From an optimization exercise on the open Yosys and OpenROAD flow, aimed at small area, a short achievable clock period and few clock cycles per item; shortcuts taken in it are not production practice. Function was checked by simulation only, so behaviour that the tests miss may differ from the original. Power and IR drop assume default switching activity.

==> module olidx_voice_codec, before the edit <==
module olidx_voice_codec (
    input  wire       clk,
    input  wire       rst,         
    input  wire       in_valid,
    output wire       in_ready,
    input  wire [7:0] in_data,
    input  wire       in_unpack,   
    output wire       out_valid,
    input  wire       out_ready,
    output wire [7:0] out_data,
    output wire       out_last,
    output wire [6:0] out_chk
);
    function automatic dec_cons(input m, input v, input [4:0] s);
        begin
            if (!v && !m)     dec_cons = (s <= 5'd20);
            else if (!v)      dec_cons = !(s == 5'd11 || s == 5'd14 || s == 5'd17 || s == 5'd20);
            else if (!m)      dec_cons = 1'b1;
            else              dec_cons = !(s == 5'd9 || s == 5'd15 || s == 5'd16);
        end
    endfunction
    function automatic dec_prod(input m, input v, input [4:0] s);
        begin
            if (!v && !m)     dec_prod = !(s == 5'd11 || (s >= 5'd13 && s <= 5'd19));
            else if (!v)      dec_prod = 1'b1;
            else if (!m)      dec_prod = !(s == 5'd9 || s == 5'd15 || s == 5'd16);
            else              dec_prod = 1'b1;
        end
    endfunction
    reg        mode;        
    reg  [2:0] sec;         
    reg  [4:0] k;           
    reg  [2:0] hb;          
    reg  [4:0] hc;          
    reg  [7:0] hd;          
    reg  [5:0] he;          
    reg  [7:0] hf;          
    reg  [7:0] ir;
    reg        ir_u, ir_v;
    reg  [7:0] o_data;
    reg        o_v, o_last;
    reg        p_v, p_first, p_in_s;   
    reg  [6:0] ck;
    reg  [7:0] s_data;
    reg        s_v, s_last;
    reg        rdy;
    wire voice = (sec == 3'd6);
    wire first = (sec == 3'd0) && (k == 5'd0);
    wire lastb = voice && (k == 5'd28);
    wire cons  = dec_cons(mode, voice, k);
    wire prod  = dec_prod(mode, voice, k);
    wire need  = cons || (mode && (voice ? (k == 5'd9 || k == 5'd15 || k == 5'd16)
                                          : (k == 5'd11 || k == 5'd14 || k == 5'd17)));
    wire send  = voice ? (k == 5'd28) : (mode ? (k == 5'd20) : (k == 5'd24));
    wire go    = (!need || ir_v) && (!prod || !s_v);
    wire push  = go && prod;
    wire take  = go && cons;
    wire ld_o  = !o_v || out_ready;
    wire [2:0] sec_a  = send ? (voice ? 3'd0 : sec + 3'd1) : sec;
    wire [4:0] k_a    = send ? 5'd0 : k + 5'd1;
    wire [2:0] sec_n  = go ? sec_a : sec;
    wire [4:0] k_n    = go ? k_a : k;
    wire       cons_a = dec_cons(mode, sec_a == 3'd6, k_a);
    wire       prod_a = dec_prod(mode, sec_a == 3'd6, k_a);
    wire       cons_n = go ? cons_a : cons;
    wire       prod_n = go ? prod_a : prod;
    wire sv1  = !s_v && push && lastb;                        
    wire sv0  = s_v ? o_v : (push && (lastb || o_v));         
    wire irv1 = rdy || (ir_v && !take);                        
    wire irv0 = !rdy && ir_v && !take;                         
    wire ov1  = s_v || (push && !lastb);
    wire rd1  = cons_n && (!prod_n || !sv1);
    wire rd0  = cons_n && (!prod_n || !sv0);
    reg s_v_n, rdy_n, o_v_n, ir_v_n;
    always @* begin
        ir_v_n = in_valid ? irv1 : irv0;
        if (out_ready) begin
            s_v_n = sv1; o_v_n = ov1;
            rdy_n = !ir_v_n || rd1;
        end else begin
            s_v_n = sv0; o_v_n = o_v || ov1;
            rdy_n = !ir_v_n || rd0;
        end
    end
    wire       ck_en = p_v && !(o_v && o_last);
    wire [6:0] ck_n  = (p_first ? 7'd0 : ck) - (p_in_s ? s_data[6:0] : o_data[6:0]);
    wire       in_s1 = lastb;
    wire       in_s0 = lastb || o_v;
    reg [7:0] b;
    always @* begin
        b = ir;
        if (!mode && !voice) begin
            case (k)
                5'd12: b = {4'b0, ir[1:0], hb[1:0]};
                5'd20: b = {1'b0, ir[3:0], hb};
                5'd21: b = {3'b0, hc};
                5'd22: b = hd;
                5'd23: b = {2'b0, he};
                5'd24: b = hf;
                default: b = ir;
            endcase
        end else if (!mode) begin
            case (k)
                5'd8:  b = {3'b0, ir[4:0]};
                5'd10: b = {4'b0, ir[0], hb};
                5'd17: b = {1'b0, ir[2:0], hd[2:0], hc[2]};
                default: b = ir;
            endcase
        end else if (!voice) begin
            case (k)
                5'd11: b = {6'b0, ir[1:0]};
                5'd12: b = {6'b0, ir[3:2]};
                5'd13: b = {5'b0, ir[2:0]};
                5'd14: b = {6'b0, ir[1:0]};
                5'd15: b = {5'b0, ir[4:2]};
                5'd17: b = {7'b0, ir[0]};
                5'd18: b = {3'b0, ir[5:1]};
                5'd20: b = {4'b0, hd[6:3]};
                default: b = ir;
            endcase
        end else begin
            case (k)
                5'd8:  b = {3'b0, ir[4:0]};
                5'd9:  b = {5'b0, ir[2:0]};
                5'd10: b = {7'b0, ir[3]};
                5'd15: b = {7'b0, ir[0]};
                5'd16: b = {5'b0, ir[3:1]};
                5'd17: b = {5'b0, ir[6:4]};
                default: b = ir;
            endcase
        end
    end
    always @(posedge clk) begin
        if (rdy) begin
            ir   <= in_data;
            ir_u <= in_unpack;
        end
        if (go && first)
            mode <= ir_u;
        if (rst) begin
            sec   <= 3'd0;
            k     <= 5'd0;
            rdy   <= 1'b1;
            ir_v  <= 1'b0;
            s_v   <= 1'b0;
            o_v   <= 1'b0;
            p_v   <= 1'b0;
            ck    <= 7'd0;
        end else begin
            sec   <= sec_n;
            k     <= k_n;
            rdy   <= rdy_n;
            ir_v  <= ir_v_n;
            s_v   <= s_v_n;
            o_v   <= o_v_n;
            if (ck_en)
                ck <= ck_n;
            if (push) begin
                p_v     <= 1'b1;
                p_first <= first;
                p_in_s  <= out_ready ? in_s1 : in_s0;
            end else begin
                if (ck_en)
                    p_v <= 1'b0;
                if (ld_o)
                    p_in_s <= 1'b0;
            end
        end
    end
    always @(posedge clk) begin
        if (k == 5'd9 || k == 5'd11 || k == 5'd13) hb <= ir[2:0];
        if (k == 5'd14) hc[1:0] <= ir[1:0];
        if (k == 5'd15) hc[4:2] <= ir[2:0];
        if ((k == 5'd13 && mode) || (k == 5'd16 && !mode)) hd <= ir;
        if (k == 5'd17) he[0] <= ir[0];
        if (k == 5'd18) he[5:1] <= ir[4:0];
        if (k == 5'd19) hf <= ir;
    end
    always @(posedge clk) begin
        if (ld_o) begin
            o_data <= s_v ? s_data : b;
            o_last <= s_v && s_last;
        end
        if (!s_v) begin
            s_data <= b;
            s_last <= lastb;
        end
    end
    assign in_ready  = rdy;
    assign out_valid = o_v;
    assign out_data  = o_data;
    assign out_last  = o_last;
    assign out_chk   = ck;
endmodule
Settings: LEC_CHECK=0, ABC_CLOCK_PERIOD_IN_PS=2500, CAP_MARGIN=20, CORE_MARGIN=2, CORE_UTILIZATION=40, CTS_BUF_LIST=sky130_fd_sc_hd__clkbuf_8, PLACE_DENSITY=0.6, SETUP_SLACK_MARGIN=5, SLEW_MARGIN=20; clock period 9.0 ns.
standard.sh (not shown) runs the stock make flow with config.mk's settings and CLKGATE_MAP_FILE= SYNTH_SCRIPT=/design/flow/synth_recipe.tcl, a recipe that flattens the netlist after the stock synthesis.
==> flow/flow/run.sh <==
#!/bin/bash
# Standard ORFS layout (the standard.sh) with a tighter timing-repair
# target, no footprint restriction on resizing and plain buffers on the ports.
# The full make output goes to standard.log in this folder.
bash standard.sh SETUP_SLACK_MARGIN=6.4 MATCH_CELL_FOOTPRINT=0 'BUFFER_PORTS_ARGS=-buffer_cell sky130_fd_sc_hd__buf_2'  finish > standard.log 2>&1
The first run completed without violations.
Testbench counts at the start, summed over its fixed seeds: cycles 32,440, records 192.
Then changed:
--- a/flow/design.v
+++ b/flow/design.v
@@ -27,12 +27,13 @@
             else              dec_prod = 1'b1;
         end
     endfunction
     reg        mode;        
     reg  [2:0] sec;         
     reg  [4:0] k;           
+    reg        r_cons, r_prod, r_need, r_send;
     reg  [2:0] hb;          
     reg  [4:0] hc;          
     reg  [7:0] hd;          
     reg  [5:0] he;          
     reg  [7:0] hf;          
     reg  [7:0] ir;
@@ -44,27 +45,30 @@
     reg  [7:0] s_data;
     reg        s_v, s_last;
     reg        rdy;
     wire voice = (sec == 3'd6);
     wire first = (sec == 3'd0) && (k == 5'd0);
     wire lastb = voice && (k == 5'd28);
-    wire cons  = dec_cons(mode, voice, k);
-    wire prod  = dec_prod(mode, voice, k);
-    wire need  = cons || (mode && (voice ? (k == 5'd9 || k == 5'd15 || k == 5'd16)
-                                          : (k == 5'd11 || k == 5'd14 || k == 5'd17)));
-    wire send  = voice ? (k == 5'd28) : (mode ? (k == 5'd20) : (k == 5'd24));
+    wire cons  = r_cons;
+    wire prod  = r_prod;
+    wire need  = r_need;
+    wire send  = r_send;
     wire go    = (!need || ir_v) && (!prod || !s_v);
     wire push  = go && prod;
     wire take  = go && cons;
     wire ld_o  = !o_v || out_ready;
     wire [2:0] sec_a  = send ? (voice ? 3'd0 : sec + 3'd1) : sec;
     wire [4:0] k_a    = send ? 5'd0 : k + 5'd1;
     wire [2:0] sec_n  = go ? sec_a : sec;
     wire [4:0] k_n    = go ? k_a : k;
-    wire       cons_a = dec_cons(mode, sec_a == 3'd6, k_a);
-    wire       prod_a = dec_prod(mode, sec_a == 3'd6, k_a);
+    wire       v_a    = (sec_a == 3'd6);
+    wire       cons_a = dec_cons(mode, v_a, k_a);
+    wire       prod_a = dec_prod(mode, v_a, k_a);
+    wire       need_a = cons_a || (mode && (v_a ? (k_a == 5'd9 || k_a == 5'd15 || k_a == 5'd16)
+                                                : (k_a == 5'd11 || k_a == 5'd14 || k_a == 5'd17)));
+    wire       send_a = v_a ? (k_a == 5'd28) : (mode ? (k_a == 5'd20) : (k_a == 5'd24));
     wire       cons_n = go ? cons_a : cons;
     wire       prod_n = go ? prod_a : prod;
     wire sv1  = !s_v && push && lastb;                        
     wire sv0  = s_v ? o_v : (push && (lastb || o_v));         
     wire irv1 = rdy || (ir_v && !take);                        
     wire irv0 = !rdy && ir_v && !take;                         
@@ -128,30 +132,40 @@
                 5'd17: b = {5'b0, ir[6:4]};
                 default: b = ir;
             endcase
         end
     end
     always @(posedge clk) begin
-        if (rdy) begin
+        if (!ir_v || take) begin
             ir   <= in_data;
             ir_u <= in_unpack;
         end
         if (go && first)
             mode <= ir_u;
         if (rst) begin
             sec   <= 3'd0;
             k     <= 5'd0;
+            r_cons <= 1'b1;              
+            r_prod <= 1'b1;
+            r_need <= 1'b1;
+            r_send <= 1'b0;
             rdy   <= 1'b1;
             ir_v  <= 1'b0;
             s_v   <= 1'b0;
             o_v   <= 1'b0;
             p_v   <= 1'b0;
             ck    <= 7'd0;
         end else begin
             sec   <= sec_n;
             k     <= k_n;
+            if (go) begin
+                r_cons <= cons_a;
+                r_prod <= prod_a;
+                r_need <= need_a;
+                r_send <= send_a;
+            end
             rdy   <= rdy_n;
             ir_v  <= ir_v_n;
             s_v   <= s_v_n;
             o_v   <= o_v_n;
             if (ck_en)
                 ck <= ck_n;
@@ -174,13 +188,16 @@
         if ((k == 5'd13 && mode) || (k == 5'd16 && !mode)) hd <= ir;
         if (k == 5'd17) he[0] <= ir[0];
         if (k == 5'd18) he[5:1] <= ir[4:0];
         if (k == 5'd19) hf <= ir;
     end
     always @(posedge clk) begin
-        if (ld_o) begin
+        if (rst) begin
+            o_data <= 8'd0;
+            o_last <= 1'b0;
+        end else if (ld_o) begin
             o_data <= s_v ? s_data : b;
             o_last <= s_v && s_last;
         end
         if (!s_v) begin
             s_data <= b;
             s_last <= lastb;
The changed run produced a clean layout. Synthesized cell count went up by 8.1%. Worst setup slack improves by 100 ps. Total power goes up by 7.8%. Clock power fell by 19%. Core utilization shrinks by 3.3 points. Routed wire length came out higher by 4.5%.
Testbench counts after the change, summed over its fixed seeds: cycles 32,440, records 192.

[re-timing with driven ports]
How much do the figures lean on ideal ports? The routed layouts below were timed once more, with nothing changed but the port constraints. Step 1 sets driving cells, clkbuf_16 on the clock port and buf_2 on the other inputs (assumed; they add their load-dependent delay and slew). Step 2, shift: input delay + t, output delay - t, t = (earliest + latest rising clock arrival at the registers) / 2. This alone moves slack from input paths to output paths. Slacks: no drivers / after step 1 / after step 2; pairs: no drivers / after step 1.
run | t (ns) | setup WS [ns] | clock arrival spread, ns | pins driven straight from the clock port
the first run | 0.406 | 6.263 / 6.229 / 6.156 | 0.013 / 0.013 | 1
the second run | 0.403 | 6.363 / 6.328 / 6.048 | 0.014 / 0.014 | 1
After both steps setup and hold are still met in every run listed. For the second run, which loses most, drivers alone change the setup slack by -0.035 ns; drivers and shift together by -0.315 ns.
